This is an optimization exercise on Yosys and OpenROAD, whose aim is small area, a short achievable clock period and few clock cycles, not a production implementation.
The RTL was checked by simulation tests, not by an equivalence proof against the original design.
Power figures rest on the tool's default switching activity, not on a simulated workload.

==> design/flow/design.v <==
module pack_color (
    input  wire [2:0]  r,
    input  wire [2:0]  g,
    input  wire [2:0]  b,
    output wire [15:0] color
);
    assign color = ((r | g | b) == 3'd0) ? 16'h0000
                  : (16'hE318 | {13'd0, g} | {8'd0, r, 5'd0} | {3'd0, b, 10'd0});
endmodule
module palette_color_table_lut (
    input  wire [3:0]  index,
    output reg  [15:0] color
);
    always @(*) begin
        case (index)
            4'd0:  color = 16'h0000;
            4'd1:  color = 16'hE338;
            4'd2:  color = 16'hE359;
            4'd3:  color = 16'hE379;
            4'd4:  color = 16'hE39A;
            4'd5:  color = 16'hE3BA;
            4'd6:  color = 16'hE3DB;
            4'd7:  color = 16'hE3FB;
            4'd8:  color = 16'hFF1C;
            4'd9:  color = 16'hFF3C;
            4'd10: color = 16'hFF5D;
            4'd11: color = 16'hFF7D;
            4'd12: color = 16'hFF9E;
            4'd13: color = 16'hFFBE;
            4'd14: color = 16'hFFDF;
            default: color = 16'hFFFF;
        endcase
    end
endmodule
module palette_override_mux (
    input  wire        clk,
    input  wire        rst_n,
    input  wire        set_en,
    input  wire [7:0]  set_from,
    input  wire [7:0]  set_to,
    input  wire        clr_en,
    input  wire [15:0] raw,
    output wire [3:0]  opq,
    input  wire [3:0]  pix,
    output wire [3:0]  eff,
    output wire [15:0] mask
);
    reg [15:0] ovr_v;
    reg [63:0] ovr_to;
    always @(posedge clk) begin
        if (!rst_n || clr_en)
            ovr_v <= 16'd0;
        else if (set_en && set_from[7:4] == 4'd0)
            ovr_v[set_from[3:0]] <= 1'b1;
    end
    always @(posedge clk) begin
        if (set_en && set_from[7:4] == 4'd0)
            ovr_to[4*set_from[3:0] +: 4] <= (set_to[7:4] == 4'd0) ? set_to[3:0] : 4'd0;
    end
    genvar k;
    generate
        for (k = 0; k < 4; k = k + 1) begin : g_lk
            wire [3:0] r = raw[4*k +: 4];
            assign opq[k] = ovr_v[r] | (r != 4'd0);
        end
    endgenerate
    assign eff  = ovr_v[pix] ? ovr_to[4*pix +: 4] : pix;
    assign mask = ovr_v;
endmodule
module atlas_store (
    input  wire        clk,
    input  wire [3:0]  shift,       
    input  wire [15:0] quad,
    input  wire        copy,
    input  wire [5:0]  rd_quad,     
    output wire [15:0] rd_data
);
    reg [255:0] stg0, stg1, stg2, stg3;
    reg [1023:0] atl;
    always @(posedge clk) if (shift[0]) stg0 <= {quad, stg0[255:16]};
    always @(posedge clk) if (shift[1]) stg1 <= {quad, stg1[255:16]};
    always @(posedge clk) if (shift[2]) stg2 <= {quad, stg2[255:16]};
    always @(posedge clk) if (shift[3]) stg3 <= {quad, stg3[255:16]};
    always @(posedge clk)
        atl <= {copy ? {stg3[15:0], stg2[15:0], stg1[15:0], stg0[15:0]} : atl[63:0],
                atl[1023:64]};
    wire [15:0] q [0:63];
    genvar r;
    generate
        for (r = 0; r < 64; r = r + 1) begin : g_q
            assign q[r] = atl[16*r +: 16];
        end
    endgenerate
    assign rd_data = q[rd_quad];
endmodule
module sprite_atlas_decoder (
    input  wire        clk,
    input  wire        rst_n,
    input  wire        cmd_valid,
    output wire        cmd_ready,
    input  wire [31:0] cmd_data,
    output wire        rsp_valid,
    input  wire        rsp_ready,
    output wire [31:0] rsp_data,
    output wire        fill_valid,
    input  wire        fill_ready,
    output wire [31:0] fill_x,
    output wire [31:0] fill_y,
    output wire [15:0] fill_w,
    output wire [15:0] fill_h,
    output wire [15:0] fill_c
);
    localparam [2:0] ST_OK       = 3'd0;
    localparam [2:0] ST_LENGTH   = 3'd1;
    localparam [2:0] ST_HEX      = 3'd2;
    localparam [2:0] ST_RANGE    = 3'd3;
    localparam [2:0] ST_ILLEGAL  = 3'd4;
    localparam [2:0] ST_CAPACITY = 3'd5;
    localparam [3:0] E_IDLE = 4'd0;    
    localparam [3:0] E_L1   = 4'd1;    
    localparam [3:0] E_L2   = 4'd2;    
    localparam [3:0] E_LW   = 4'd6;    
    localparam [3:0] E_D1   = 4'd4;    
    localparam [3:0] E_D2   = 4'd7;    
    localparam [3:0] E_LCHK = 4'd8;    
    localparam [3:0] E_DRUN = 4'd9;    
    reg [3:0] st;
    reg [15:0] zoom_r, dispw_r, disph_r;
    reg [15:0] fz_r;                     
    reg [17:0] zoom3_r;                  
    reg [15:0] bw_r, bh_r;
    reg [2:0]  grid_r;                   
    reg [2:0]  status_r;
    reg        rsp_v, rsk_v;
    reg [18:0] rsp_d, rsk_d;             
    reg        push_rsp;
    reg [18:0] push_d;
    always @(posedge clk) begin
        if (!rst_n) begin
            rsp_v <= 1'b0;
            rsk_v <= 1'b0;
        end else if (rsp_v && !rsp_ready) begin
            if (push_rsp) begin
                rsk_v <= 1'b1;
                rsk_d <= push_d;
            end
        end else if (rsk_v) begin
            rsp_d <= rsk_d;
            rsk_v <= 1'b0;
        end else begin
            rsp_v <= push_rsp;
            if (push_rsp) rsp_d <= push_d;
        end
    end
    assign rsp_valid = rsp_v;
    assign rsp_data  = {rsp_d[18:3], 13'd0, rsp_d[2:0]};
    reg  [31:0] cw;
    reg         cw_v;
    reg         rdy_r;
    reg         copy_r;          
    wire        eng_take = !st[3] && !rsk_v && !(copy_r && st[2] && st[1]);
    wire        cmd_fire = cw_v && eng_take;       
    assign cmd_ready = rdy_r;
    wire [31:0] w = cw;
    wire        cw_v_n = (cmd_valid && rdy_r) || (cw_v && !cmd_fire);
    always @(posedge clk) begin
        if (!rst_n)
            cw_v <= 1'b0;
        else
            cw_v <= cw_v_n;
        if (cmd_valid && rdy_r)
            cw <= cmd_data;
    end
    wire is_pack   = (w & 32'hF8F8F8FF) == 32'h00000001;
    wire is_color  = (w & 32'hFF0000FF) == 32'h00000002;
    wire is_load   =  w                 == 32'h00000003;
    wire is_setovr = (w & 32'hFF0000FF) == 32'h00000004;
    wire is_clrovr =  w                 == 32'h00000005;
    wire is_draw   = (w & 32'hFC0000FF) == 32'h00000006;
    wire is_csrw   = (w & 32'h000000FF) == 32'h00000007;
    wire is_csrr   = (w & 32'hFFFF00FF) == 32'h00000008;
    wire [7:0] csr_num = w[15:8];
    wire [15:0] pack_out;
    pack_color u_pack (.r(w[10:8]), .g(w[18:16]), .b(w[26:24]), .color(pack_out));
    wire [15:0] cmd_ct;
    palette_color_table_lut u_ct_cmd (.index(w[11:8]), .color(cmd_ct));
    wire [15:0] color_out = (w[23:12] == 12'd0) ? cmd_ct : 16'h0000;
    wire idle_fire = (st == E_IDLE) && cmd_fire;
    wire [15:0] nxt_raw;
    wire [3:0]  ovr_opq;
    wire [3:0]  pk_raw;
    wire [3:0]  pk_e;
    wire [15:0] ovr_mask;
    palette_override_mux u_ovr (
        .clk(clk), .rst_n(rst_n),
        .set_en(idle_fire && is_setovr), .set_from(w[15:8]), .set_to(w[23:16]),
        .clr_en(idle_fire && is_clrovr),
        .raw(nxt_raw), .opq(ovr_opq), .pix(pk_raw), .eff(pk_e), .mask(ovr_mask)
    );
    wire       s0_v;             
    wire [2:0] s0_nb;            
    wire       ld_lastw = (ld_left[31:3] == 29'd0) && (ld_left[2:0] <= 3'd4);
    assign s0_v  = (st == E_LW) && cmd_fire;
    assign s0_nb = ld_lastw ? ld_left[2:0] : 3'd4;
    reg [15:0] ld_bw, ld_bh;
    reg [31:0] ld_left;          
    reg [31:0] ld_count;         
    reg        ld_bad;
    reg [1:0]  lo1;              
    reg [15:0] asm_q;            
    reg [14:0] m_hi, m_lo;
    reg [3:0]  m_cnt;
    wire       m_done = (m_cnt == 4'd0);
    wire [15:0] m_sum = {1'b0, m_hi} + (m_lo[0] ? {1'b0, ld_bw[14:0]} : 16'd0);
    reg [3:0]  c_dig, c_bad;
    reg [15:0] c_val;
    integer k;
    always @(*) begin
        for (k = 0; k < 4; k = k + 1) begin : cls
            reg [7:0] ch;
            reg vld, isd, isa, isw;
            ch  = w[8*k +: 8];
            vld = (k < s0_nb);
            isd = (ch[7:4] == 4'h3) && (ch[3:0] <= 4'd9);
            isa = ((ch[7:4] == 4'h4) || (ch[7:4] == 4'h6)) && (ch[3:0] >= 4'd1) && (ch[3:0] <= 4'd6);
            isw = (ch == 8'h20) || ((ch[7:3] == 5'b00001) && (ch[2:0] != 3'd0) && (ch[2:0] <= 3'd5))
                  || (ch == 8'h09);
            c_dig[k] = vld && (isd || isa);
            c_bad[k] = vld && !(isd || isa || isw);
            c_val[4*k +: 4] = isd ? ch[3:0] : (ch[3:0] + 4'd9);
        end
    end
    wire [1:0] bk0 = lo1;
    wire [1:0] bk1 = lo1 + {1'b0, c_dig[0]};
    wire [1:0] bk2 = lo1 + {1'b0, c_dig[0]} + {1'b0, c_dig[1]};
    wire [1:0] bk3 = lo1 + {1'b0, c_dig[0]} + {1'b0, c_dig[1]} + {1'b0, c_dig[2]};
    wire [2:0] c_nd = {2'b0, c_dig[0]} + {2'b0, c_dig[1]} + {2'b0, c_dig[2]} + {2'b0, c_dig[3]};
    reg [3:0]  s1_we_n;
    reg [15:0] s1_d_n;
    integer b;
    always @(*) begin
        s1_we_n = 4'd0;
        s1_d_n  = 16'd0;
        for (b = 0; b < 4; b = b + 1) begin
            if (c_dig[0] && bk0 == b) begin s1_we_n[b] = 1'b1; s1_d_n[4*b +: 4] = c_val[3:0];   end
            if (c_dig[1] && bk1 == b) begin s1_we_n[b] = 1'b1; s1_d_n[4*b +: 4] = c_val[7:4];   end
            if (c_dig[2] && bk2 == b) begin s1_we_n[b] = 1'b1; s1_d_n[4*b +: 4] = c_val[11:8];  end
            if (c_dig[3] && bk3 == b) begin s1_we_n[b] = 1'b1; s1_d_n[4*b +: 4] = c_val[15:12]; end
        end
    end
    reg        s1_v;
    reg [3:0]  s1_we;
    reg [1:0]  s1_lo;
    reg [15:0] s1_d;
    reg [2:0]  s1_nd;
    reg        s1_bad;
    reg [3:0]  copy_cnt;
    reg [1:0]  qc1;              
    reg [3:0]  s1_sh;            
    reg [5:0]  base;             
    reg [5:0]  nbase;            
    wire [31:0] cnt_next = ld_count + {29'd0, s1_nd};
    wire        s1_qd_n = ({1'b0, lo1} + c_nd) >= 3'd4;
    wire [15:0] q_out;
    genvar gb;
    generate
        for (gb = 0; gb < 4; gb = gb + 1) begin : g_qo
            assign q_out[4*gb +: 4] = (gb < s1_lo) ? asm_q[4*gb +: 4] : s1_d[4*gb +: 4];
        end
    endgenerate
    wire [29:0] m_prod   = {m_hi, m_lo};
    wire        ld_neg   = ld_bw[15] || ld_bh[15];
    wire        ld_eq    = (ld_count[5:0] == 6'd0) && (m_prod[29:26] == 4'd0) &&
                           (m_prod[25:0] == ld_count[31:6]);
    wire        ld_over  = (ld_count[31:9] != 23'd0) || (ld_count[8] && ld_count[7:0] != 8'd0);
    wire [2:0]  ld_status = ld_bad ? ST_HEX :
                            (ld_neg || !ld_eq) ? ST_LENGTH :
                            ld_over ? ST_CAPACITY : ST_OK;
    wire        ld_fin   = (st == E_LCHK) && !s1_v && m_done && !rsk_v;
    atlas_store u_atlas (
        .clk(clk),
        .shift(s1_sh | {4{copy_r}}), .quad(q_out),
        .copy(copy_r),
        .rd_quad(qa), .rd_data(atl_q)
    );
    reg [2:0]  dr_wc, dr_hc;     
    reg        dr_fx, dr_fy;
    reg [3:0]  okn;              
    reg        d_empty;          
    reg [22:0] x0;
    reg [22:0] y0;               
    function [17:0] mulz;
        input [2:0] m;
        case (m)
            3'd1:    mulz = {2'b0, fz_r};
            3'd2:    mulz = {1'b0, fz_r, 1'b0};
            3'd3:    mulz = zoom3_r;
            default: mulz = {fz_r, 2'b0};
        endcase
    endfunction
    wire [2:0] bws  = bw_r[2:0];
    wire [2:0] bhs  = bh_r[2:0];
    function [3:0] colrow;       
        input [1:0] n;
        case (bws)
            3'd1:    colrow = {2'd0, n};
            3'd2:    colrow = {1'b0, n[0], 1'b0, n[1]};
            3'd3:    colrow = (n == 2'd3) ? {2'd0, 2'd1} : {n, 2'd0};
            default: colrow = {n, 2'd0};
        endcase
    endfunction
    reg [3:0] okn_n;
    integer nn;
    always @(*) begin
        for (nn = 0; nn < 4; nn = nn + 1) begin : okc
            reg [3:0] cr;
            cr = colrow(nn);
            okn_n[nn] = (nn < grid_r) &&
                        ({1'b0, w[15:8]}  + {7'd0, cr[3:2]} <= {6'd0, bws}) &&
                        ({1'b0, w[23:16]} + {7'd0, cr[1:0]} <= {6'd0, bhs});
        end
    end
    wire [1:0] n2    = w[1:0];
    wire       d_err = (w[31:2] != 30'd0) || !okn[n2];
    wire [3:0] cr_n = colrow(n2);
    wire [1:0] d_rb = n2 - cr_n[3:2];
    wire [5:0] qa0  = {d_rb, 4'd0} + {3'd0, cr_n[3:2], 1'b0} + base - 6'd4;    
    reg [5:0] qa;
    reg [2:0] fq;                
    reg [4:0] fj;                
    reg       f_more;
    wire [2:0] q_last = {dr_wc[1:0] - 2'd1, 1'b1};      
    wire [4:0] j_last = {dr_hc[1:0] - 2'd1, 3'b111};    
    wire [5:0] q_skip = {2'b0, bws, 1'b0} - {2'b0, dr_wc[2:0], 1'b0} + 6'd1;
    reg        nxt_v, nxt_rs, nxt_first;
    reg [15:0] nxt_q;
    reg [15:0] cur_raw;
    reg [3:0]  cur_rem;
    reg [22:0] cur_xb;
    reg [23:0] cur_y;            
    reg        fv;
    reg [24:0] fx_r;             
    reg [23:0] fy_r;
    reg [15:0] fc_r;
    wire adv = !fv || fill_ready;
    reg [3:0] st_n;
    always @(*) begin
        st_n = st;
        case (st)
        E_IDLE: if (cmd_fire) begin
            if (is_load)      st_n = E_L1;
            else if (is_draw) st_n = E_D1;
        end
        E_L1:   if (cmd_fire) st_n = E_L2;
        E_L2:   if (cmd_fire) st_n = (w == 32'd0) ? E_LCHK : E_LW;
        E_LW:   if (cmd_fire && ld_lastw) st_n = E_LCHK;
        E_LCHK: if (ld_fin) st_n = E_IDLE;
        E_D1:   if (cmd_fire) st_n = E_D2;
        E_D2:   if (cmd_fire) st_n = (d_err || d_empty) ? E_IDLE : E_DRUN;
        E_DRUN: if (d_fin) st_n = E_IDLE;
        default: st_n = E_IDLE;
        endcase
    end
    wire rsk_v_n  = rsp_v && !rsp_ready && (rsk_v || push_rsp);
    wire copy_r_n = (ld_fin && ld_status == ST_OK) || (copy_r && copy_cnt != 4'd0);
    always @(posedge clk) begin
        if (!rst_n)
            rdy_r <= 1'b1;
        else
            rdy_r <= !cw_v_n || (!st_n[3] && !rsk_v_n && !(copy_r_n && st_n[2] && st_n[1]));
    end
    wire [3:0] pk_oh   = cur_rem & (~cur_rem + 4'd1);
    wire       pk_has  = (cur_rem != 4'd0);
    wire [3:0] rem_aft = cur_rem & ~pk_oh;
    wire       cur_take = (rem_aft == 4'd0);
    wire       nxt_free = !nxt_v || cur_take;
    wire [1:0] pk_k = pk_oh[1] ? 2'd1 : pk_oh[2] ? 2'd2 : pk_oh[3] ? 2'd3 : 2'd0;
    reg [17:0] pk_kz;
    always @(*) begin
        case (pk_k)
            2'd0: pk_kz = 18'd0;
            2'd1: pk_kz = {2'b0, fz_r};
            2'd2: pk_kz = {1'b0, fz_r, 1'b0};
            default: pk_kz = zoom3_r;
        endcase
    end
    wire [25:0] pk_xs = {{2{cur_xb[22]}}, cur_xb, 1'b1} + {{7'd0, pk_kz} ^ {25{dr_fx}}, dr_fx};
    wire [24:0] pk_x  = pk_xs[25:1];
    assign pk_raw = cur_raw[4*pk_k +: 4];
    wire [15:0] pk_c;
    palette_color_table_lut u_ct_pix (.index(pk_e), .color(pk_c));
    assign nxt_raw = nxt_q;
    wire [23:0] xb_s    = {cur_xb, 1'b1} + {{5'd0, fz_r, 2'd0} ^ {23{dr_fx}}, dr_fx};
    wire [22:0] xb_step = xb_s[23:1];
    wire [23:0] y0x     = {y0[22], y0};
    wire [23:0] y_base  = nxt_first ? y0x : cur_y;
    wire [24:0] y_s     = {y_base, 1'b1} + {{8'd0, fz_r} ^ {24{dr_fy}}, dr_fy};
    wire [23:0] y_step  = y_s[24:1];
    wire d_busy = f_more || nxt_v || pk_has;
    wire d_fin  = (st == E_DRUN) && !d_busy && adv && !rsk_v;
    wire [15:0] atl_q;
    always @(posedge clk) begin
        if (!rst_n) begin
            fv      <= 1'b0;
            nxt_v   <= 1'b0;
            cur_rem <= 4'd0;
            f_more  <= 1'b0;
        end else begin
            if (adv) begin
                fv <= pk_has;
                if (pk_has) begin
                    fx_r <= pk_x;
                    fy_r <= cur_y;
                    fc_r <= pk_c;
                end
                if (cur_take) begin
                    if (nxt_v) begin
                        cur_rem <= ovr_opq;
                        cur_raw <= nxt_q;
                        cur_xb  <= nxt_rs ? x0 : xb_step;
                        cur_y   <= (nxt_first && !dr_fy) ? y0x : (nxt_rs ? y_step : cur_y);
                    end else begin
                        cur_rem <= 4'd0;
                    end
                end else begin
                    cur_rem <= rem_aft;
                end
                if (nxt_free) begin
                    nxt_v <= f_more;
                    if (f_more) begin
                        nxt_q     <= atl_q;
                        nxt_rs    <= (fq == 3'd0);
                        nxt_first <= (fq == 3'd0) && (fj == 5'd0);
                        if (fq == q_last) begin
                            fq <= 3'd0;
                            fj <= fj + 5'd1;
                            if (fj == j_last) f_more <= 1'b0;
                        end else begin
                            fq <= fq + 3'd1;
                        end
                    end
                end
            end
            qa <= qa - 6'd4 + ((adv && nxt_free && f_more) ?
                               ((fq == q_last) ? q_skip : 6'd1) : 6'd0);
            if ((st == E_D2) && cmd_fire && !d_err && !d_empty) begin
                f_more <= 1'b1;
                qa     <= qa0;
                fq     <= 3'd0;
                fj     <= 5'd0;
            end
        end
    end
    assign fill_valid = fv;
    assign fill_x = {{5{fx_r[24]}}, {4{fx_r[23]}}, fx_r[22:0]};
    assign fill_y = {{5{fy_r[23]}}, {4{fy_r[22]}}, fy_r[21], fy_r[21:0]};
    assign fill_w = fz_r;
    assign fill_h = fz_r;
    assign fill_c = fc_r;
    always @(*) begin
        push_rsp = 1'b0;
        push_d   = {16'd0, ST_OK};
        if (idle_fire) begin
            push_rsp = !is_load && !is_draw;
            if (is_pack)       push_d = {pack_out, ST_OK};
            else if (is_color) push_d = {color_out, ST_OK};
            else if (is_setovr || is_clrovr) push_d = {16'd0, ST_OK};
            else if (is_csrw)  push_d = {16'd0, (csr_num <= 8'd2) ? ST_OK : ST_ILLEGAL};
            else if (is_csrr) begin
                case (csr_num)
                8'd0: push_d = {zoom_r,  ST_OK};
                8'd1: push_d = {dispw_r, ST_OK};
                8'd2: push_d = {disph_r, ST_OK};
                8'd3: push_d = {bw_r,    ST_OK};
                8'd4: push_d = {bh_r,    ST_OK};
                8'd5: push_d = {8'd0, 5'd0, status_r, ST_OK};
                8'd6: push_d = {ovr_mask, ST_OK};
                default: push_d = {16'd0, ST_ILLEGAL};
                endcase
            end else           push_d = {16'd0, ST_ILLEGAL};
        end else if ((st == E_D2) && cmd_fire) begin
            push_rsp = d_err || d_empty;
            push_d   = {16'd0, d_err ? ST_RANGE : ST_OK};
        end else if (ld_fin) begin
            push_rsp = 1'b1;
            push_d   = {16'd0, ld_status};
        end else if (d_fin) begin
            push_rsp = 1'b1;
            push_d   = {16'd0, ST_OK};
        end
    end
    always @(posedge clk) begin
        zoom3_r <= {2'b0, zoom_r} + {1'b0, zoom_r, 1'b0};
        if (!rst_n) begin
            st       <= E_IDLE;
            zoom_r   <= 16'd5;
            dispw_r  <= 16'd240;
            disph_r  <= 16'd135;
            bw_r     <= 16'd0;
            bh_r     <= 16'd0;
            grid_r   <= 3'd0;
            status_r <= ST_OK;
            s1_v     <= 1'b0;
            s1_sh    <= 4'd0;
            copy_r   <= 1'b0;
            m_cnt    <= 4'd0;
        end else begin
            st <= st_n;
            if (push_rsp) status_r <= push_d[2:0];
            base <= base - 6'd4;
            if (copy_r) begin
                copy_cnt <= copy_cnt - 4'd1;
                if (copy_cnt == 4'd0) begin
                    copy_r <= 1'b0;
                    base   <= nbase;
                end
            end
            if (!m_done) begin
                m_hi  <= m_sum[15:1];
                m_lo  <= {m_sum[0], m_lo[14:1]};
                m_cnt <= m_cnt - 4'd1;
            end
            s1_v  <= s0_v;
            s1_sh <= (s0_v && s1_qd_n) ? (4'd1 << qc1) : 4'd0;
            if (s0_v) begin
                s1_we  <= s1_we_n;
                s1_lo  <= lo1;
                s1_d   <= s1_d_n;
                s1_nd  <= c_nd;
                s1_bad <= |c_bad;
                lo1    <= lo1 + c_nd[1:0];
                qc1    <= qc1 + {1'b0, s1_qd_n};
            end
            if (s1_v) begin
                ld_count <= cnt_next;
                ld_bad   <= ld_bad | s1_bad;
                if (s1_we[0]) asm_q[3:0]   <= s1_d[3:0];
                if (s1_we[1]) asm_q[7:4]   <= s1_d[7:4];
                if (s1_we[2]) asm_q[11:8]  <= s1_d[11:8];
                if (s1_we[3]) asm_q[15:12] <= s1_d[15:12];
            end
            case (st)
            E_IDLE: if (cmd_fire) begin
                if (is_draw) begin
                    fz_r    <= zoom_r;
                    dr_wc   <= w[10:8];
                    dr_hc   <= w[18:16];
                    okn     <= okn_n;
                    d_empty <= (w[15:8] == 8'd0) || (w[23:16] == 8'd0);
                    dr_fx   <= w[24];
                    dr_fy   <= w[25];
                end else if (is_csrw) begin
                    if (csr_num == 8'd0) zoom_r  <= w[31:16];
                    if (csr_num == 8'd1) dispw_r <= w[31:16];
                    if (csr_num == 8'd2) disph_r <= w[31:16];
                end
            end
            E_L1: if (cmd_fire) begin
                ld_bw <= w[15:0];
                ld_bh <= w[31:16];
                m_hi  <= 15'd0;
                m_lo  <= w[30:16];
                m_cnt <= 4'd15;
            end
            E_L2: if (cmd_fire) begin
                ld_left  <= w;
                ld_count <= 32'd0;
                lo1      <= 2'd0;
                qc1      <= 2'd0;
                ld_bad   <= 1'b0;
            end
            E_LW: if (cmd_fire) begin
                ld_left <= ld_left - 32'd4;
            end
            E_LCHK: if (ld_fin) begin
                if (ld_status == ST_OK) begin
                    copy_r   <= 1'b1;
                    copy_cnt <= 4'd15;
                    nbase    <= 6'd0 - ld_count[7:2];
                    bw_r     <= ld_bw;
                    bh_r     <= ld_bh;
                    grid_r   <= ld_count[8:6];
                end
            end
            E_D1: begin
                if (cmd_fire) begin
                    x0    <= {{7{w[15]}}, w[15:0]} + (dr_fx ? {2'b0, mulz(dr_wc[2:0]), 3'd0} : 23'd0);
                    y0    <= {{7{w[31]}}, w[31:16]} + (dr_fy ? {2'b0, mulz(dr_hc[2:0]), 3'd0} : 23'd0);
                end
            end
            default: ;
            endcase
        end
    end
endmodule
==> design/flow/flow/run.sh <==
#!/bin/bash
set -euo pipefail
export SETUP_SLACK_MARGIN=8.5
bash standard.sh > standard_sh.log 2>&1
==> design/flow/standard.sh <==
#!/bin/bash
# synth_recipe.tcl (not shown) runs the flow's synth.tcl, then flattens the netlist and writes it again
# the make line also repeats each setting of config.mk as NAME=value (left out here)
make -C /OpenROAD-flow-scripts/flow DESIGN_CONFIG=/design/flow/config.mk WORK_HOME=/design/flow/orfs CLKGATE_MAP_FILE= SYNTH_SCRIPT=/design/flow/synth_recipe.tcl "${@:-finish}"
==> design/flow/config.mk <==
export PLATFORM = sky130hd
export DESIGN_NAME = sprite_atlas_decoder
export DESIGN_NICKNAME = sprite_atlas_decoder
export VERILOG_FILES = /design/flow/design.v
export SDC_FILE = /design/flow/constraint.sdc
export NUM_CORES = 4
export LEC_CHECK = 0
export CAP_MARGIN = 20
export CORE_MARGIN = 2
export CORE_UTILIZATION = 40
export CTS_CLUSTER_DIAMETER = 80
export CTS_CLUSTER_SIZE = 25
export SLEW_MARGIN = 20
==> design/flow/constraint.sdc <==
create_clock -name core_clock -period 12.0 [get_ports {clk}]
set_input_delay 2.4000 -clock core_clock [delete_from_list [all_inputs] [get_ports {clk}]]
set_output_delay 2.4000 -clock core_clock [all_outputs]
set_load 0.01 [all_outputs]
==> results of run 1 <==
## flip-flops by register name, summed over array words and instances, names as in the netlist, 19 cells and up
signal,flops
cur_y,24
u_ovr.ovr_to,64
rsk_d,19
ld_count,32
ld_left,32
rsp_d,19
u_atlas.stg1,256
y0,23
u_atlas.stg0,256
u_atlas.atl,1024
cur_xb,23
fy_r,24
x0,23
fx_r,25
u_atlas.stg3,256
cw,32
u_atlas.stg2,256
## power groups by stage
stage / clock, mW / combinational [mW] / sequential [mW]
6_report: 5.57 / 1.06 / 10.1
5_1_grt: 6.00 / 1.14 / 10.1
4_1_cts: 5.69 / 1.01 / 10.1
3_5_place_dp: 0 / 0.954 / 10.3
3_3_place_gp: 0 / 0.932 / 10.3
2_1_floorplan: 0 / 0.657 / 10.3
## through the flow
step / instance area [µm²] / utilization (%) / cells
after floorplan: 99400 / - / 6883
after global placement: 105000 / 42.6 / 10096
after detailed placement: 105000 / 42.6 / 10096
after CTS: 112000 / 45.6 / 10553
after global routing: 113000 / 46.2 / 10632
final: 113000 / 46.2 / 10634
## cells by family (layout without fill, tap and decap cells)
group           Yosys count  after routing  synth area share, %
buf+inv                 474            995                 2.11
other cells               1             17              0.00380
mux                     276            276                 3.00
compound gates         1422           1422                 10.5
flops                  2740           2740                 71.5
fa+ha+maj               249            249                 3.26
simple gates           1402           1408                 6.89
xor+xnor                307            307                 2.73
## routing by layer
metal / routed length (µm) / GRT usage, % / vias up / part of all wire [%]
li1: - / - / 26746 / -
met1: 121000 / 30.5 / 30121 / 43
met2: 121000 / 31.9 / 2732 / 43
met3: 24000 / 4.01 / 583 / 8.6
met4: 12500 / 8.80 / 0 / 4.5
met5: 0 / 0 / - / 0
## what timing repair did
action	CTS	global route
pin swaps	114	103
endpoints found under the hold margin	0	0
endpoints found under the setup margin	991	554
cloned	10	5
setup buffers	209	72
resized for setup	866	195
## final cells by class
type	count	area (µm²)	share of cell area [%]
Timing Repair inverter	2	12.5	0.0110
Sequential cell	2740	70600	62.2
Multi-Input combinational cell	3675	28000	24.7
Inverter	138	576	0.508
Tap cell	3220	4030	3.55
Timing Repair Buffer	617	5550	4.90
Clock inverter	53	769	0.679
Clock buffer	185	3860	3.41
Antenna cell	4	10.0	0.00883
## worst max-delay path, cell delays in order, from the launching register on
cell and delay, ns:
edfxtp_1 0.40, or4_4 0.58, nor4_4 0.24, nand4bb_4 0.17
buf_6 0.18, o41ai_4 0.33, fa_1 0.50, inv_2 0.08
ha_4 0.20, ha_4 0.15, fa_2 0.37, xor2_4 0.18
ha_4 0.16, a21boi_2 0.05, o21ai_1 0.15, o21ai_1 0.08
## final timing paths
| path | slack [ns] | to | cells after the start | from |
|---|---|---|---|---|
| worst max-delay path | 7.93 | qc1[1]$_DFFE_PP_ | 15 | ld_left[16]$_DFFE_PP_ |
| worst max register to register | 7.93 | qc1[1]$_DFFE_PP_ | 15 | ld_left[16]$_DFFE_PP_ |
| worst min-delay path | 0.34 | u_atlas.atl[122]$_DFF_P_ | 0 | u_atlas.atl[186]$_DFF_P_ |
| worst min register to register | 0.34 | u_atlas.atl[122]$_DFF_P_ | 0 | u_atlas.atl[186]$_DFF_P_ |
## cells in the final DEF, fill, tap and decap left out, drive strengths merged, types with 47 or more instances in the layout
cell type | netlist | final
edfxtp | 1566 | 1566
dfxtp | 1174 | 1174
buf | 112 | 579
nor2 | 403 | 404
nand2 | 366 | 367
a22o | 237 | 237
ha | 235 | 235
o21ai | 234 | 234
a221oi | 221 | 221
a21oi | 205 | 205
clkbuf | 224 | 187
xnor2 | 169 | 169
inv | 136 | 162
mux2i | 159 | 159
a22oi | 158 | 158
xor2 | 138 | 138
mux2 | 113 | 113
nand3 | 106 | 106
nor3 | 93 | 93
nand4 | 90 | 91
a21o | 84 | 84
nor2b | 75 | 75
a31oi | 47 | 47
nor4 | 47 | 47
==> summary.md, run 1 <==
| Metric | Value |
|---|---|
| Status | `no timing/DRC/antenna violations` |
| Layout filler cell count | `~21000` |
| Worst setup EP type | `flip-flop` |
| Top cells by count, synth | `1566 x edfxtp_1, 1174 x dfxtp_1, 401 x nor2_1` |
| CTS tree | `built` |
| Sw Ratio | `23.4%` |
| Setup violations, final | `0` |
| Seq/Total Area, Yosys | `71.5%` |
| CTS clk-pin slew, worst paths | `around 0.090 ns` |
| Yosys cell types | `94` |
| DRC | `0` |
| P_int | `12.8 mW` |
| Nets@finish | `7604` |
| Area Overhead vs Synth | `15.0%` |
| Yosys top cell area share | `between 40% and 50%` |
| Post-place setup slack | `6.36 ns` |
| Clk latency of the worst-skew pair | `between 0.8 and 0.9 ns` |
| Synth top area cells | `edfxtp_1 48%, dfxtp_1 24%, ha_1 3.0%` |
| Core Area | `0.245 mm²` |
| Number of I/O pins | `184` |
| Max-Cap Viols | `0` |
| Clock power frac | `33.3%` |
| CP Class | `flip-flop to flip-flop` |
| Number of antenna violations at the first check in global routing | `14` |
| Die Y | `between 500 and 600 µm` |
| Slew @ Worst Pin | `between 1 and 1.5 ns` |
| First-pass GRT wire length | `between 300 and 400 mm` |
| # rows | `~180` |
| Vias per inst | `5.66` |
| Total Power | `roughly 17 mW` |
| DR vias | `60182` |
| CTS max path bufs | `3` |
| GR Util All Layers | `21.4%` |
| RSZ-0062 raised after global routing | `yes` |
| Final hold vios | `0` |
| CTS root buf | `clkbuf_16` |
| Syn Area/Cell | `14.4 µm²` |
| Crit-path max FO | `6` |
| Data required, critical path | `12.61 ns` |
| Fraction of layout cells with a size suffix above 1 | `16.7%` |
| Dpl hpwl | `about 170 mm` |
| Fin crit period | `a little over 4 ns` |
| Startpoint Class | `flip-flop` |
| Sequential Power Share | `around three fifths` |
| Leak pwr | `40.1 nW` |
| Routed WL per cell | `26.2 µm` |
| Arr. time, crit path | `between 4 and 5 ns` |
| Ys flop type | `edfxtp_1` |
| Most numerous cell in the Yosys netlist | `edfxtp_1` |
| Final wirelength | `279 mm` |
| Setup tns final | `0 ns` |
| Final Max Tran Viols | `0` |
| DRT antenna net count | `0` |
| Yosys reg bits | `~2700` |
| Post-Syn Area | `between 0.09 and 0.1 mm²` |
| EDFF count, synth | `1566` |
| DRT Pass-1 Iters | `10` |
| Gate power share | `6.4%` |
| # clock sinks | `between 2000 and 3000` |
| Worst Setup Slack, final | `7.93 ns` |
| Pwr Density | `147 mW/mm²` |
| Routability-driven placement congestion ratio | `a little over 0.9` |
| Worst Skew | `~0.048 ns` |
| Area leader, netlist | `edfxtp_1` |
| Die area | `0.251 mm²` |
| Synth Warn # | `4` |
| Post-CTS Hold Buffers | `0` |
| Rel. slew slack | `24.7%` |
| Synthesized netlist cell count | `approximately 6900` |
| DIE WIDTH | `501 µm` |
| CTS Buf Count | `145` |
| Largest net degree at the start of global routing | `183` |
| Starting DRT DRC Count | `~7100` |
| Hold_ws | `0.341 ns` |
| Fin crit share | `about a third` |
| Psw | `slightly below 4 mW` |
| Overflow after GRT | `0` |
| Max rail drop VDD | `0.000149 V` |
| Asr flop ratio synth | `0%` |
| Initial Utilization | `40.2%` |
| Vias in the first global route | `57621` |
| Hold Path Class | `flip-flop to flip-flop` |
| Max Fclk | `between 0.2 and 0.25 GHz` |
| I/O Buffers | `170` |
| H-tree levels | `4` |
Testbench counts, summed over its fixed seeds: cycles 19,446.
==> inputs of run 2 (changes only) <==
--- a/design/flow/design.v
+++ b/design/flow/design.v
@@ -199,7 +199,7 @@
     );
     wire       s0_v;             
     wire [2:0] s0_nb;            
-    wire       ld_lastw = (ld_left[31:3] == 29'd0) && (ld_left[2:0] <= 3'd4);
+    reg        ld_lastw;         
     assign s0_v  = (st == E_LW) && cmd_fire;
     assign s0_nb = ld_lastw ? ld_left[2:0] : 3'd4;
     reg [15:0] ld_bw, ld_bh;
@@ -564,13 +564,15 @@
             end
             E_L2: if (cmd_fire) begin
                 ld_left  <= w;
+                ld_lastw <= (w[31:3] == 29'd0) && (w[2:0] <= 3'd4);
                 ld_count <= 32'd0;
                 lo1      <= 2'd0;
                 qc1      <= 2'd0;
                 ld_bad   <= 1'b0;
             end
             E_LW: if (cmd_fire) begin
-                ld_left <= ld_left - 32'd4;
+                ld_left  <= ld_left - 32'd4;
+                ld_lastw <= (ld_left[31:4] == 28'd0) && (ld_left[3:0] <= 4'd8);
             end
             E_LCHK: if (ld_fin) begin
                 if (ld_status == ST_OK) begin
==> run 2 against run 1 <==
- register-to-register slack improved by 0.14 ns
- largest power group unchanged
- maximum frequency increased by 2.4%
- highest routed layer is now met5
- die area about the same
- synthesized cell count increased by 2.7%
- final cell count increased by 1.1%
- via count increased by 1.9%
- critical path depth decreased by 13
- count of clock-buffer cells in the layout decreased by 8
- largest cell class unchanged
- power decreased by 0.46%
==> summary.md, run 2 <==
| Metric | Value |
|---|---|
| Crit-path most repeated cell | `buf_6 (was ha_4)` |
| CTS tree | `built (unchanged)` |
| Starting DRT DRC Count | `7933 (was 7132)` |
| RSZ-0062 raised after global routing | `yes (unchanged)` |
| CP max stage delay | `0.44 ns (was 0.58 ns)` |
| Worst Skew | `0.0623 ns (was 0.0478 ns)` |
| Fin crit period | `3.97 ns (was 4.07 ns)` |
| Number of I/O pins | `184 (unchanged)` |
| # clock sinks | `2741 (was 2740)` |
| Area Overhead vs Synth | `14.4% (was 15.0%)` |
| Most frequent cells in the layout | `1567 x edfxtp_1, 1162 x dfxtp_1, 478 x nand2_1 (was 1566 x edfxtp_1, 1163 x dfxtp_1, 376 x nor2_1)` |
| I/O Buffers | `170 (unchanged)` |
| Routability-driven placement congestion ratio | `0.925 (was 0.914)` |
| GR Util All Layers | `22.0% (was 21.4%)` |
| Status | `no timing/DRC/antenna violations (unchanged)` |
| Startpoint Class | `flip-flop (unchanged)` |
| Psw | `3.87 mW (was 3.92 mW)` |
| DIE WIDTH | `500 µm (was 501 µm)` |
| P_int | `12.8 mW (about the same)` |
| Post-placement cell area | `0.104 mm² (was 0.105 mm²)` |
| Data required, critical path | `9.60 ns (was 12.61 ns)` |
| Core Area | `0.245 mm² (unchanged)` |
| Yosys top cell area share | `47.8% (was 47.7%)` |
| Setup tns final | `0 ns (unchanged)` |
| Final hold vios | `0 (unchanged)` |
| Top Usage Layer GRT | `met2 (unchanged)` |
| Final wirelength | `286 mm (was 279 mm)` |
| CP max stage cell | `edfxtp_1 (was or4_4)` |
| Max reg flops | `1024 (unchanged)` |
| Fin util | `45.9% (was 46.2%)` |
| Cell Chain, Critical Path | `buf_6 > buf_6 (was or4_4 > nor4_4 > nand4bb_4 > buf_6 > o41ai_4 > fa_1 > inv_2 > ha_4 > ha_4 > fa_2 > xor2_4 > ha_4 > a21boi_2 > o21ai_1 > o21ai_1)` |
| Sequential Power Share | `60.6% (was 60.3%)` |
| Asr flop ratio synth | `0% (unchanged)` |
| H-tree levels | `4 (unchanged)` |
| Synth top area cells | `edfxtp_1 48%, dfxtp_1 24%, a22oi_1 3.6% (was edfxtp_1 48%, dfxtp_1 24%, ha_1 3.0%)` |
| Most numerous cell in the Yosys netlist | `edfxtp_1 (unchanged)` |
| Worst setup EP type | `output port (was flip-flop)` |
| DRT antenna net count | `0 (unchanged)` |
| Final Max Tran Viols | `0 (unchanged)` |
| Slew @ Worst Pin | `1.14 ns (was 1.13 ns)` |
| Yosys reg bits | `2741 (was 2740)` |
| First-pass GRT wire length | `406 mm (was 396 mm)` |
| Arr. time, crit path | `1.57 ns (was 4.68 ns)` |
| Number of antenna violations at the first check in global routing | `16 (was 14)` |
| Ys flop type | `edfxtp_1 (unchanged)` |
| Syn Area/Cell | `14.0 µm² (was 14.4 µm²)` |
| Vias in the first global route | `58557 (was 57621)` |
| Met1 Use GR | `31.6% (was 30.5%)` |
| Pwr Density | `148 mW/mm² (was 147 mW/mm²)` |
| CP Class | `flip-flop to output port (was flip-flop to flip-flop)` |
| DRC | `0 (unchanged)` |
| Initial Utilization | `40.1% (was 40.2%)` |
| Max-Cap Viols | `0 (unchanged)` |
| Max rail drop VDD | `0.000171 V (was 0.000149 V)` |
| Top cells by count, synth | `1567 x edfxtp_1, 1174 x dfxtp_1, 491 x nand2_1 (was 1566 x edfxtp_1, 1174 x dfxtp_1, 401 x nor2_1)` |
| DRT Pass-1 Iters | `10 (unchanged)` |
| Post-Syn Area | `0.0985 mm² (was 0.0986 mm²)` |
| Routed WL per cell | `26.6 µm (was 26.2 µm)` |
| Met2 GRT Util | `32.7% (was 31.9%)` |
| Overflow after GRT | `0 (unchanged)` |
| # rows | `182 (unchanged)` |
| Setup violations, final | `0 (unchanged)` |
| Synth Warn # | `4 (unchanged)` |
| Leak pwr | `39.5 nW (was 40.1 nW)` |
| Yosys cell types | `95 (was 94)` |
| Rel. slew slack | `23.4% (was 24.7%)` |
| Sw Ratio | `23.2% (was 23.4%)` |
| Hold Path Class | `flip-flop to flip-flop (unchanged)` |
| Max Fclk | `0.252 GHz (was 0.246 GHz)` |
| CTS max path bufs | `3 (unchanged)` |
| Synthesized netlist cell count | `7054 (was 6871)` |
| Vias per inst | `5.70 (was 5.66)` |
| Largest Register | `u_atlas.atl (unchanged)` |
| Seq/Total Area, Yosys | `71.6% (was 71.5%)` |
| Commonest non-fill, non-tap cell in the layout | `edfxtp_1 (unchanged)` |
| Die area | `0.250 mm² (was 0.251 mm²)` |
| Clk latency of the worst-skew pair | `0.86 ns (was 0.85 ns)` |
| DR vias | `61337 (was 60182)` |
| Crit-path max FO | `2 (was 6)` |
| Dpl hpwl | `180 mm (was 174 mm)` |
| CTS clk-pin slew, worst paths | `0.10 ns (was 0.09 ns)` |
| Post-route design area | `0.113 mm² (about the same)` |
| Die Y | `500 µm (was 501 µm)` |
| EDFF count, synth | `1567 (was 1566)` |
| Largest net degree at the start of global routing | `207 (was 183)` |
| Area leader, netlist | `edfxtp_1 (unchanged)` |
| CTS root buf | `clkbuf_16 (unchanged)` |
| Gate power share | `6.3% (was 6.4%)` |
| Post-CTS Hold Buffers | `0 (unchanged)` |
| Fraction of layout cells with a size suffix above 1 | `15.9% (was 16.7%)` |
| Nets@finish | `7734 (was 7604)` |
| Met3 Use GR | `4.63% (was 4.01%)` |
| Fin crit share | `33.1% (was 33.9%)` |
| Clock power frac | `33.1% (was 33.3%)` |
| CTS Buf Count | `143 (was 145)` |
==> run 2: stage by stage <==
stage                     std cells  worst slack [ns]  hold slack [ns]  power [mW]
after floorplan                7066              7.38            0.331        10.9
after global placement        10251              6.41            0.333        11.2
after detailed placement      10251              6.54            0.336        11.3
after CTS                     10672              7.97            0.344        16.7
after global routing          10753              7.98            0.347        17.2
final                         10755              8.03            0.333        16.6
==> run 2: path summary, 6_finish.rpt <==
| kind | slack (ns) | cells after the start | to | startpoint |
|---|---|---|---|---|
| max | 8.03 | 2 | fill_h[8] | fz_r[8]$_DFFE_PP_ |
| min | 0.33 | 0 | u_atlas.atl[293]$_DFF_P_ | u_atlas.atl[357]$_DFF_P_ |
| max reg2reg | 8.07 | 16 | qc1[1]$_DFFE_PP_ | cw[8]$_DFFE_PP_ |
| min reg2reg | 0.33 | 0 | u_atlas.atl[293]$_DFF_P_ | u_atlas.atl[357]$_DFF_P_ |
==> run 2: logic make-up (layout without fill, tap and decap cells) <==
kind of cell | count (synthesis) | count (layout) | synth area share, %
adders and majority gates | 250 | 250 | 3.27
DFF | 2741 | 2741 | 71.6
AOI/OAI and AO/OA | 1481 | 1484 | 10.3
xor gates and xnor gates | 292 | 292 | 2.60
muxes | 217 | 218 | 2.38
and+or+nand+nor | 1582 | 1584 | 7.70
other | 1 | 16 | 0.00381
buffers and inverters | 490 | 950 | 2.15
==> run 2: worst max-delay path: cells and delay by family, from the launching register on <==
family / cells / cell delay (ns)
flops: 1 / 0.44
buf+inv: 2 / 0.27
==> run 2: area by class of cell <==
type	instances	area, µm²
repair inverters	3	20.0
diodes	3	7.51
clock buffers	177	3780
flip-flops and latches	2741	70600
repair buffers	575	5110
inverters	144	627
multi-input cells	3841	27900
fillers	21498	133000
well taps	3220	4030
clock inverters	51	696
==> run 2: power groups by stage <==
stage	clock network, mW	registers [mW]	logic [mW]
6_report	5.50	10.1	1.06
3_5_place_dp	0	10.3	0.959
5_1_grt	5.92	10.1	1.14
2_1_floorplan	0	10.3	0.647
3_3_place_gp	0	10.3	0.940
4_1_cts	5.60	10.1	1.01
==> run 2: metal layers <==
metal  share of wire [%]  vias up  wire [µm]
li1                    -    27138          -
met1                  43    30678     124000
met3                 9.1      608      25900
met4                 4.2        4      12000
met5              0.0077        -         22
met2                  43     2909     124000
==> run 2: repair_timing <==
action	CTS	global route
buffers inserted	181	76
pin swaps	101	104
gates resized for setup	869	177
gates cloned	12	2
setup endpoints to repair	776	790
Testbench counts of run 2, summed over its fixed seeds: cycles 19,446.
==> inputs of run 3 (changes only) <==
--- a/design/flow/design.v
+++ b/design/flow/design.v
@@ -39,8 +39,6 @@
     input  wire [7:0]  set_from,
     input  wire [7:0]  set_to,
     input  wire        clr_en,
-    input  wire [15:0] raw,
-    output wire [3:0]  opq,
     input  wire [3:0]  pix,
     output wire [3:0]  eff,
     output wire [15:0] mask
@@ -57,13 +55,6 @@
         if (set_en && set_from[7:4] == 4'd0)
             ovr_to[4*set_from[3:0] +: 4] <= (set_to[7:4] == 4'd0) ? set_to[3:0] : 4'd0;
     end
-    genvar k;
-    generate
-        for (k = 0; k < 4; k = k + 1) begin : g_lk
-            wire [3:0] r = raw[4*k +: 4];
-            assign opq[k] = ovr_v[r] | (r != 4'd0);
-        end
-    endgenerate
     assign eff  = ovr_v[pix] ? ovr_to[4*pix +: 4] : pix;
     assign mask = ovr_v;
 endmodule
@@ -186,8 +177,6 @@
     palette_color_table_lut u_ct_cmd (.index(w[11:8]), .color(cmd_ct));
     wire [15:0] color_out = (w[23:12] == 12'd0) ? cmd_ct : 16'h0000;
     wire idle_fire = (st == E_IDLE) && cmd_fire;
-    wire [15:0] nxt_raw;
-    wire [3:0]  ovr_opq;
     wire [3:0]  pk_raw;
     wire [3:0]  pk_e;
     wire [15:0] ovr_mask;
@@ -195,7 +184,7 @@
         .clk(clk), .rst_n(rst_n),
         .set_en(idle_fire && is_setovr), .set_from(w[15:8]), .set_to(w[23:16]),
         .clr_en(idle_fire && is_clrovr),
-        .raw(nxt_raw), .opq(ovr_opq), .pix(pk_raw), .eff(pk_e), .mask(ovr_mask)
+        .pix(pk_raw), .eff(pk_e), .mask(ovr_mask)
     );
     wire       s0_v;             
     wire [2:0] s0_nb;            
@@ -288,7 +277,6 @@
     reg [3:0]  okn;              
     reg        d_empty;          
     reg [22:0] x0;
-    reg [22:0] y0;               
     function [17:0] mulz;
         input [2:0] m;
         case (m)
@@ -332,8 +320,6 @@
     wire [2:0] q_last = {dr_wc[1:0] - 2'd1, 1'b1};      
     wire [4:0] j_last = {dr_hc[1:0] - 2'd1, 3'b111};    
     wire [5:0] q_skip = {2'b0, bws, 1'b0} - {2'b0, dr_wc[2:0], 1'b0} + 6'd1;
-    reg        nxt_v, nxt_rs, nxt_first;
-    reg [15:0] nxt_q;
     reg [15:0] cur_raw;
     reg [3:0]  cur_rem;
     reg [22:0] cur_xb;
@@ -373,7 +359,6 @@
     wire       pk_has  = (cur_rem != 4'd0);
     wire [3:0] rem_aft = cur_rem & ~pk_oh;
     wire       cur_take = (rem_aft == 4'd0);
-    wire       nxt_free = !nxt_v || cur_take;
     wire [1:0] pk_k = pk_oh[1] ? 2'd1 : pk_oh[2] ? 2'd2 : pk_oh[3] ? 2'd3 : 2'd0;
     reg [17:0] pk_kz;
     always @(*) begin
@@ -389,20 +374,20 @@
     assign pk_raw = cur_raw[4*pk_k +: 4];
     wire [15:0] pk_c;
     palette_color_table_lut u_ct_pix (.index(pk_e), .color(pk_c));
-    assign nxt_raw = nxt_q;
+    wire [3:0]  rd_opq = {atl_q[15:12] != 4'd0, atl_q[11:8] != 4'd0,
+                          atl_q[7:4] != 4'd0, atl_q[3:0] != 4'd0} | {4{ovr_mask[0]}};
+    wire        f_rs    = (fq == 3'd0);
+    wire        f_first = f_rs && (fj == 5'd0);
     wire [23:0] xb_s    = {cur_xb, 1'b1} + {{5'd0, fz_r, 2'd0} ^ {23{dr_fx}}, dr_fx};
     wire [22:0] xb_step = xb_s[23:1];
-    wire [23:0] y0x     = {y0[22], y0};
-    wire [23:0] y_base  = nxt_first ? y0x : cur_y;
-    wire [24:0] y_s     = {y_base, 1'b1} + {{8'd0, fz_r} ^ {24{dr_fy}}, dr_fy};
+    wire [24:0] y_s     = {cur_y, 1'b1} + {{8'd0, fz_r} ^ {24{dr_fy}}, dr_fy};
     wire [23:0] y_step  = y_s[24:1];
-    wire d_busy = f_more || nxt_v || pk_has;
+    wire d_busy = f_more || pk_has;
     wire d_fin  = (st == E_DRUN) && !d_busy && adv && !rsk_v;
     wire [15:0] atl_q;
     always @(posedge clk) begin
         if (!rst_n) begin
             fv      <= 1'b0;
-            nxt_v   <= 1'b0;
             cur_rem <= 4'd0;
             f_more  <= 1'b0;
         end else begin
@@ -414,23 +399,11 @@
                     fc_r <= pk_c;
                 end
                 if (cur_take) begin
-                    if (nxt_v) begin
-                        cur_rem <= ovr_opq;
-                        cur_raw <= nxt_q;
-                        cur_xb  <= nxt_rs ? x0 : xb_step;
-                        cur_y   <= (nxt_first && !dr_fy) ? y0x : (nxt_rs ? y_step : cur_y);
-                    end else begin
-                        cur_rem <= 4'd0;
-                    end
-                end else begin
-                    cur_rem <= rem_aft;
-                end
-                if (nxt_free) begin
-                    nxt_v <= f_more;
                     if (f_more) begin
-                        nxt_q     <= atl_q;
-                        nxt_rs    <= (fq == 3'd0);
-                        nxt_first <= (fq == 3'd0) && (fj == 5'd0);
+                        cur_rem <= rd_opq;
+                        cur_raw <= atl_q;
+                        cur_xb  <= f_rs ? x0 : xb_step;
+                        if (f_rs && !(f_first && !dr_fy)) cur_y <= y_step;
                         if (fq == q_last) begin
                             fq <= 3'd0;
                             fj <= fj + 5'd1;
@@ -438,11 +411,17 @@
                         end else begin
                             fq <= fq + 3'd1;
                         end
+                    end else begin
+                        cur_rem <= 4'd0;
                     end
+                end else begin
+                    cur_rem <= rem_aft;
                 end
             end
-            qa <= qa - 6'd4 + ((adv && nxt_free && f_more) ?
+            qa <= qa - 6'd4 + ((adv && cur_take && f_more) ?
                                ((fq == q_last) ? q_skip : 6'd1) : 6'd0);
+            if ((st == E_D1) && cmd_fire)
+                cur_y <= {{8{w[31]}}, w[31:16]} + (dr_fy ? {3'b0, mulz(dr_hc[2:0]), 3'd0} : 24'd0);
             if ((st == E_D2) && cmd_fire && !d_err && !d_empty) begin
                 f_more <= 1'b1;
                 qa     <= qa0;
@@ -587,7 +566,6 @@
             E_D1: begin
                 if (cmd_fire) begin
                     x0    <= {{7{w[15]}}, w[15:0]} + (dr_fx ? {2'b0, mulz(dr_wc[2:0]), 3'd0} : 23'd0);
-                    y0    <= {{7{w[31]}}, w[31:16]} + (dr_fy ? {2'b0, mulz(dr_hc[2:0]), 3'd0} : 23'd0);
                 end
             end
             default: ;
==> run 3 against run 2 <==
- wire length shrank 4.4%
- highest routed layer unchanged
- global-route usage shrank 0.55 points
- worst setup slack lost 0.16 ns
- register-to-register slack lost 0.20 ns
- die area shrank 1.6%
- clock power shrank 0.7%
- maximum frequency shrank 3.9%
- non-clock buffer count grew 40
- combinational power grew about 10%
==> summary.md, run 3 <==
| Metric | Value |
|---|---|
| Status | `no timing/DRC/antenna violations (unchanged)` |
| Area Overhead vs Synth | `15.4% (was 14.4%)` |
| Largest Register | `u_atlas.atl (unchanged)` |
| Max Used Layer | `met5 (unchanged)` |
| Psw | `3.92 mW (was 3.87 mW)` |
| P_int | `12.6 mW (was 12.8 mW)` |
| Die area | `0.246 mm² (was 0.250 mm²)` |
| Arr. time, crit path | `4.70 ns (was 1.57 ns)` |
| Area leader, netlist | `edfxtp_1 (unchanged)` |
| Worst Skew | `0.0566 ns (was 0.0623 ns)` |
| H-tree levels | `4 (unchanged)` |
| DR vias | `59978 (was 61337)` |
| DIE WIDTH | `496 µm (was 500 µm)` |
| Synthesized netlist cell count | `6966 (was 7054)` |
| Hold depth | `0 (unchanged)` |
| Total Power | `16.6 mW (about the same)` |
| Fin crit period | `4.13 ns (was 3.97 ns)` |
| Max Fclk | `0.242 GHz (was 0.252 GHz)` |
| Pwr Density | `148 mW/mm² (about the same)` |
| # clock sinks | `2699 (was 2741)` |
| DRT antenna net count | `0 (unchanged)` |
| Largest net degree at the start of global routing | `190 (was 207)` |
| Met1 wire length | `117 mm (was 124 mm)` |
| CTS tree | `built (unchanged)` |
| Final Max Tran Viols | `0 (unchanged)` |
| Fraction of layout cells with a size suffix above 1 | `16.5% (was 15.9%)` |
| Crit-path max FO | `4 (was 2)` |
| Max reg flops | `1024 (unchanged)` |
| Hold_ws | `0.333 ns (unchanged)` |
| Worst setup EP type | `flip-flop (was output port)` |
| Vias per inst | `5.62 (was 5.70)` |
| Post-placement cell area | `0.103 mm² (was 0.104 mm²)` |
| Die Y | `496 µm (was 500 µm)` |
| # rows | `180 (was 182)` |
| EDFF count, synth | `1526 (was 1567)` |
| Number of I/O pins | `184 (unchanged)` |
| Clk latency of the worst-skew pair | `0.84 ns (was 0.86 ns)` |
| Dpl hpwl | `174 mm (was 180 mm)` |
| I/O Buffers | `170 (unchanged)` |
| Slew @ Worst Pin | `1.09 ns (was 1.14 ns)` |
| Yosys top cell area share | `47.3% (was 47.8%)` |
| CTS max path bufs | `3 (unchanged)` |
| Asr flop ratio synth | `0% (unchanged)` |
| Most numerous cell in the Yosys netlist | `edfxtp_1 (unchanged)` |
| Max-Cap Viols | `0 (unchanged)` |
| Routed WL per cell | `25.6 µm (was 26.6 µm)` |
| Routability-driven placement congestion ratio | `0.918 (was 0.925)` |
| Ys flop type | `edfxtp_1 (unchanged)` |
| Commonest non-fill, non-tap cell in the layout | `edfxtp_1 (unchanged)` |
| Cells on worst reg2reg path | `19 (was 16)` |
| Synth Warn # | `4 (unchanged)` |
| Nets@finish | `7689 (was 7734)` |
| Hold Path Class | `flip-flop to flip-flop (unchanged)` |
| Final hold vios | `0 (unchanged)` |
| DRC | `0 (unchanged)` |
| Starting DRT DRC Count | `6844 (was 7933)` |
| Fin crit share | `34.5% (was 33.1%)` |
| First-pass GRT wire length | `391 mm (was 406 mm)` |
| CTS root buf | `clkbuf_16 (unchanged)` |
| Met3 wire length | `22.1 mm (was 25.9 mm)` |
| Post-route design area | `0.112 mm² (was 0.113 mm²)` |
| Top cells by count, synth | `1526 x edfxtp_1, 1173 x dfxtp_1, 555 x a22oi_1 (was 1567 x edfxtp_1, 1174 x dfxtp_1, 491 x nand2_1)` |
| Rel. slew slack | `27.1% (was 23.4%)` |
| DRT Pass-1 Iters | `10 (unchanged)` |
| RSZ-0062 raised after global routing | `yes (unchanged)` |
| Synth top area cells | `edfxtp_1 47%, dfxtp_1 24%, a22oi_1 4.3% (was edfxtp_1 48%, dfxtp_1 24%, a22oi_1 3.6%)` |
| Final wirelength | `273 mm (was 286 mm)` |
| Overflow after GRT | `0 (unchanged)` |
| Yosys cell types | `92 (was 95)` |
| Setup violations, final | `0 (unchanged)` |
| Register Area | `0.0693 mm² (was 0.0706 mm²)` |
| Placed insts | `10158 (was 10251)` |
| Gate power share | `7.1% (was 6.3%)` |
| Startpoint Class | `flip-flop (unchanged)` |
| Most frequent cells in the layout | `1526 x edfxtp_1, 1161 x dfxtp_1, 552 x a22oi_1 (was 1567 x edfxtp_1, 1162 x dfxtp_1, 478 x nand2_1)` |
| Post-Syn Area | `0.0969 mm² (was 0.0985 mm²)` |
| Layout Cells excl Fill | `10671 (was 10755)` |
| Routed wl met2 | `121 mm (was 124 mm)` |
| CP Class | `flip-flop to flip-flop (was flip-flop to output port)` |
| Clock power frac | `33.0% (was 33.1%)` |
| CTS clk-pin slew, worst paths | `0.10 ns (about the same)` |
| Multi-input logic area | `0.0277 mm² (was 0.0279 mm²)` |
| Leak pwr | `40.4 nW (was 39.5 nW)` |
| Sw Ratio | `23.7% (was 23.2%)` |
| Sequential Power Share | `60.0% (was 60.6%)` |
| Syn Area/Cell | `13.9 µm² (was 14.0 µm²)` |
| Data required, critical path | `12.57 ns (was 9.60 ns)` |
| Layout filler cell count | `20905 (was 21498)` |
| GR Util All Layers | `21.5% (was 22.0%)` |
| Setup tns final | `0 ns (unchanged)` |
| Number of antenna violations at the first check in global routing | `15 (was 16)` |
| Max rail drop VDD | `0.000165 V (was 0.000171 V)` |
| CTS Buf Count | `141 (was 143)` |
| Initial Utilization | `40.2% (was 40.1%)` |
| Core Area | `0.241 mm² (was 0.245 mm²)` |
| Yosys reg bits | `2699 (was 2741)` |
| Seq/Total Area, Yosys | `71.5% (was 71.6%)` |
| Vias in the first global route | `57777 (was 58557)` |
run 3: cell types whose count changed after synthesis, sizes merged, moves of 41 or more:
cell,delta
a22oi,+89
nor2,+57
nand3,-52
a22o,-44
edfxtp,-41
run 3: power groups by stage:
stage	Combinational (mW)	Sequential (mW)	Clock, mW
6_report	1.17	9.93	5.46
2_1_floorplan	0.661	10.1	0
3_3_place_gp	0.945	10.2	0
3_5_place_dp	0.960	10.2	0
4_1_cts	1.06	9.93	5.59
5_1_grt	1.26	9.94	5.90
run 3: kinds of logic after synthesis:
| group | after synthesis | share of synthesized area, % |
|---|---|---|
| other cells | 1 | 0.00387 |
| flops | 2699 | 71.5 |
| simple gates | 1588 | 7.77 |
| fa+ha+maj | 251 | 3.34 |
| buf+inv | 459 | 2.03 |
| compound gates | 1456 | 10.3 |
| mux | 213 | 2.36 |
| xor+xnor | 299 | 2.70 |
run 3: what timing repair did:
item	4_1_cts	5_1_grt
setup endpoints to repair	651	570
gates resized for setup	880	212
hold buffers	0	0
pin swaps	91	125
cloned	10	3
buffers inserted	181	91
run 3: area by class of cell:
cell class                 count  share of cell area [%]
inverter                     120                   0.457
multi-input combinational   3825                    24.8
sequential                  2699                    62.0
clock inverter                47                   0.738
clock buffer                 178                    3.36
antenna                        2                 0.00448
tap                         3185                    3.56
timing repair buffer         615                    5.04
run 3: through the flow:
| stage | setup slack, ns | utilization, % |
|---|---|---|
| 2_1_floorplan | 7.40 | - |
| 3_3_place_gp | 6.34 | 42.8 |
| 3_5_place_dp | 6.34 | 42.8 |
| 4_1_cts | 7.92 | 45.7 |
| 5_1_grt | 7.69 | 46.4 |
| 6_report | 7.87 | 46.4 |
run 3: path summary, 6_finish.rpt:
| check | to | slack, ns | from |
|---|---|---|---|
| max reg2reg | cur_y[22]$_DFFE_PP_ | 7.87 | dr_hc[0]$_DFFE_PP_ |
| min reg2reg | u_atlas.atl[780]$_DFF_P_ | 0.33 | u_atlas.atl[844]$_DFF_P_ |
| min | u_atlas.atl[780]$_DFF_P_ | 0.33 | u_atlas.atl[844]$_DFF_P_ |
| max | cur_y[22]$_DFFE_PP_ | 7.87 | dr_hc[0]$_DFFE_PP_ |
run 3: metal layers:
| metal | global-route usage, % | vias up |
|---|---|---|
| met3 | 3.81 | 635 |
| met4 | 9.52 | 4 |
| met5 | 0 | - |
| met2 | 32.7 | 2655 |
| met1 | 30.1 | 29927 |
| li1 | - | 26757 |
run 3: worst max-delay path, stage by stage, from the launching register on:
cell and delay (ns):
edfxtp_1 0.48, inv_2 0.08, ha_2 0.15, nor2b_2 0.13, buf_6 0.13, nor3_4 0.04
buf_4 0.13, buf_4 0.13, nor3b_4 0.27, ha_4 0.25, a211oi_2 0.26, o21ai_2 0.11
a31oi_4 0.24, o21ai_2 0.11, o31a_1 0.27, a211o_1 0.26, a21o_1 0.21, a2111o_1 0.39
o21ai_2 0.10, o22ai_1 0.11
Testbench counts of run 3, summed over its fixed seeds: cycles 19,116.
==> inputs of run 4 (changes only) <==
--- a/design/flow/config.mk
+++ b/design/flow/config.mk
@@ -7,7 +7,8 @@
 export LEC_CHECK = 0
 export CAP_MARGIN = 20
 export CORE_MARGIN = 2
-export CORE_UTILIZATION = 40
+export CORE_UTILIZATION = 60
 export CTS_CLUSTER_DIAMETER = 80
 export CTS_CLUSTER_SIZE = 25
 export SLEW_MARGIN = 20
+export TNS_END_PERCENT = 5
==> run 4 against run 3 <==
- still clean
- worst setup slack worse by 0.15 ns
- utilization is 21 points higher
- synthesized cell count unchanged
- sequential cell count stayed put
- cell area down 2.8%
- worst hold slack got worse by 0.0047 ns
- maximum frequency down 3.5%
- clock power fell by 4.6%
- sequential share of layout area grew 1.8 points
- via count decreased by 0.36%
- critical path type unchanged
==> summary.md, run 4 <==
| Metric | Value |
|---|---|
| I/O Buffers | `170 (unchanged)` |
| Post-route design area | `0.109 mm² (was 0.112 mm²)` |
| Routed WL per cell | `27.7 µm (was 25.6 µm)` |
| Final hold vios | `0 (unchanged)` |
| First-pass GRT wire length | `381 mm (was 391 mm)` |
| Yosys cell types | `92 (unchanged)` |
| Synth top area cells | `edfxtp_1 47%, dfxtp_1 24%, a22oi_1 4.3% (unchanged)` |
| Max reg flops | `1024 (unchanged)` |
| Final Max Tran Viols | `0 (unchanged)` |
| Ys flop type | `edfxtp_1 (unchanged)` |
| Die area | `0.165 mm² (was 0.246 mm²)` |
| Clock power frac | `32.1% (was 33.0%)` |
| EDFF count, synth | `1526 (unchanged)` |
| Syn Area/Cell | `13.9 µm² (unchanged)` |
| GR Util All Layers | `31.6% (was 21.5%)` |
| DRC | `0 (unchanged)` |
| CTS clk-pin slew, worst paths | `0.10 ns (about the same)` |
| Rel. slew slack | `21.7% (was 27.1%)` |
| Max-Cap Viols | `0 (unchanged)` |
| Psw | `3.76 mW (was 3.92 mW)` |
| Starting DRT DRC Count | `7519 (was 6844)` |
| Max rail drop VDD | `0.000187 V (was 0.000165 V)` |
| Status | `no timing/DRC/antenna violations (unchanged)` |
| Vias in the first global route | `56361 (was 57777)` |
| Yosys reg bits | `2699 (unchanged)` |
| Overflow after GRT | `0 (unchanged)` |
| DR vias | `59765 (was 59978)` |
| Hold Path Class | `flip-flop to flip-flop (unchanged)` |
| # rows | `147 (was 180)` |
| H-tree levels | `4 (unchanged)` |
| Core Area | `0.160 mm² (was 0.241 mm²)` |
| Post-placement cell area | `0.101 mm² (was 0.103 mm²)` |
| Startpoint Class | `flip-flop (unchanged)` |
| Sw Ratio | `23.2% (was 23.7%)` |
| Fin crit share | `35.7% (was 34.5%)` |
| DRT Pass-1 Iters | `8 (was 10)` |
| Slew @ Worst Pin | `1.17 ns (was 1.09 ns)` |
| Area Overhead vs Synth | `12.2% (was 15.4%)` |
| Most numerous cell in the Yosys netlist | `edfxtp_1 (unchanged)` |
| CTS tree | `built (unchanged)` |
| Number of I/O pins | `184 (unchanged)` |
| Post-CTS Hold Buffers | `0 (unchanged)` |
| Crit-path max FO | `7 (was 4)` |
| Worst Skew | `0.0408 ns (was 0.0566 ns)` |
| Die Y | `406 µm (was 496 µm)` |
| Commonest non-fill, non-tap cell in the layout | `edfxtp_1 (unchanged)` |
| CP Class | `flip-flop to flip-flop (unchanged)` |
| Area leader, netlist | `edfxtp_1 (unchanged)` |
| Nets@finish | `7622 (was 7689)` |
| Initial Utilization | `60.4% (was 40.2%)` |
| CTS max path bufs | `3 (unchanged)` |
| Clk latency of the worst-skew pair | `0.79 ns (was 0.84 ns)` |
| Synthesized netlist cell count | `6966 (unchanged)` |
| Yosys top cell area share | `47.3% (unchanged)` |
| Vias per inst | `6.25 (was 5.62)` |
| RSZ-0062 raised after global routing | `yes (unchanged)` |
| Fraction of layout cells with a size suffix above 1 | `12.6% (was 16.5%)` |
| Setup tns final | `0 ns (unchanged)` |
| Routability-driven placement congestion ratio | `0.932 (was 0.918)` |
| CTS root buf | `clkbuf_16 (unchanged)` |
| Number of antenna violations at the first check in global routing | `6 (was 15)` |
| Fin crit period | `4.28 ns (was 4.13 ns)` |
| CTS Buf Count | `137 (was 141)` |
| Most frequent cells in the layout | `1526 x edfxtp_1, 1165 x dfxtp_1, 554 x a22oi_1 (was 1526 x edfxtp_1, 1161 x dfxtp_1, 552 x a22oi_1)` |
| Layout filler cell count | `11472 (was 20905)` |
| Dpl hpwl | `166 mm (was 174 mm)` |
| Pwr Density | `149 mW/mm² (was 148 mW/mm²)` |
| DRT antenna net count | `0 (unchanged)` |
| Largest net degree at the start of global routing | `197 (was 190)` |
| Synth Warn # | `4 (unchanged)` |
| Final wirelength | `265 mm (was 273 mm)` |
[run 4: cell counts after synthesis]
Identical to the previous run, type by type.
[run 4: worst paths after layout]
path                             from                  endpoint  slack, ns  depth (start not counted)
min reg2reg  u_atlas.atl[604]$_DFF_P_  u_atlas.atl[540]$_DFF_P_       0.33                          0
max                dr_hc[0]$_DFFE_PP_       cur_y[22]$_DFFE_PP_       7.72                         18
max reg2reg        dr_hc[0]$_DFFE_PP_       cur_y[22]$_DFFE_PP_       7.72                         18
min          u_atlas.atl[604]$_DFF_P_  u_atlas.atl[540]$_DFF_P_       0.33                          0
[run 4: cell families (layout without fill, tap and decap cells)]
group | count (synthesis) | after routing | synth area share, %
compound gates | 1456 | 1456 | 10.3
xor+xnor | 299 | 299 | 2.70
fa+ha+maj | 251 | 251 | 3.34
buf+inv | 459 | 873 | 2.03
flops | 2699 | 2699 | 71.5
mux | 213 | 213 | 2.36
other cells | 1 | 17 | 0.00387
simple gates | 1588 | 1589 | 7.77
[run 4: through the flow]
| step | cells | hold WS [ns] | setup WS (ns) | power [mW] |
|---|---|---|---|---|
| 3_3_place_gp | 9119 | 0.333 | 6.33 | 11.1 |
| 3_5_place_dp | 9120 | 0.335 | 6.27 | 11.1 |
| 4_1_cts | 9469 | 0.319 | 7.91 | 16.2 |
| 5_1_grt | 9553 | 0.327 | 7.56 | 16.7 |
| 6_report | 9557 | 0.328 | 7.72 | 16.2 |
| 2_1_floorplan | 6978 | 0.331 | 7.34 | 10.8 |
[run 4: final cells by class]
class | instances | area, µm² | share of cell area (%)
sequential | 2699 | 69300 | 63.8
multi-input combinational | 3821 | 27100 | 24.9
timing repair buffer | 556 | 4870 | 4.48
clock buffer | 156 | 3540 | 3.26
tap | 2160 | 2700 | 2.49
clock inverter | 41 | 681 | 0.626
inverter | 120 | 478 | 0.440
antenna | 4 | 10.0 | 0.00921
[run 4: timing repair]
| action | 4_1_cts | 5_1_grt |
|---|---|---|
| buffers inserted | 149 | 81 |
| resized for setup | 340 | 166 |
| endpoints found under the setup margin | 758 | 693 |
| gates cloned | 3 | 0 |
| pin swaps | 57 | 103 |
[run 4: routing by layer]
| metal | share of wire (%) | up-vias | track usage, % | wire length (µm) |
|---|---|---|---|---|
| met5 | 0.0049 | - | 0 | 13 |
| met4 | 5.1 | 2 | 13.8 | 13500 |
| met3 | 10 | 709 | 6.90 | 26700 |
| met2 | 43 | 3082 | 45.7 | 113000 |
| met1 | 42 | 29371 | 46.3 | 112000 |
| li1 | - | 26601 | - | - |
[run 4: power groups by stage]
stage                     clock [mW]  sequential, mW  combinational (mW)
after CTS                       5.28            9.94               0.983
after global placement             0            10.2               0.924
after floorplan                    0            10.1               0.649
after global routing            5.59            9.95                1.16
after detailed placement           0            10.2               0.939
final                           5.21            9.94                1.08
[run 4: worst max-delay path, stage by stage, from the launching register on]
cell and delay, ns:
edfxtp_1 0.48, ha_2 0.22, nor2b_4 0.12, buf_6 0.13, nor3_4 0.20, buf_6 0.16, a221oi_1 0.08, nor2b_1 0.26
ha_2 0.33, o21ai_0 0.23, nand2b_1 0.12, a31oi_2 0.25, o21ai_2 0.11, o31a_1 0.28, a211o_1 0.27, a21o_1 0.20
a2111o_1 0.42, o21ai_2 0.08, o22ai_2 0.08
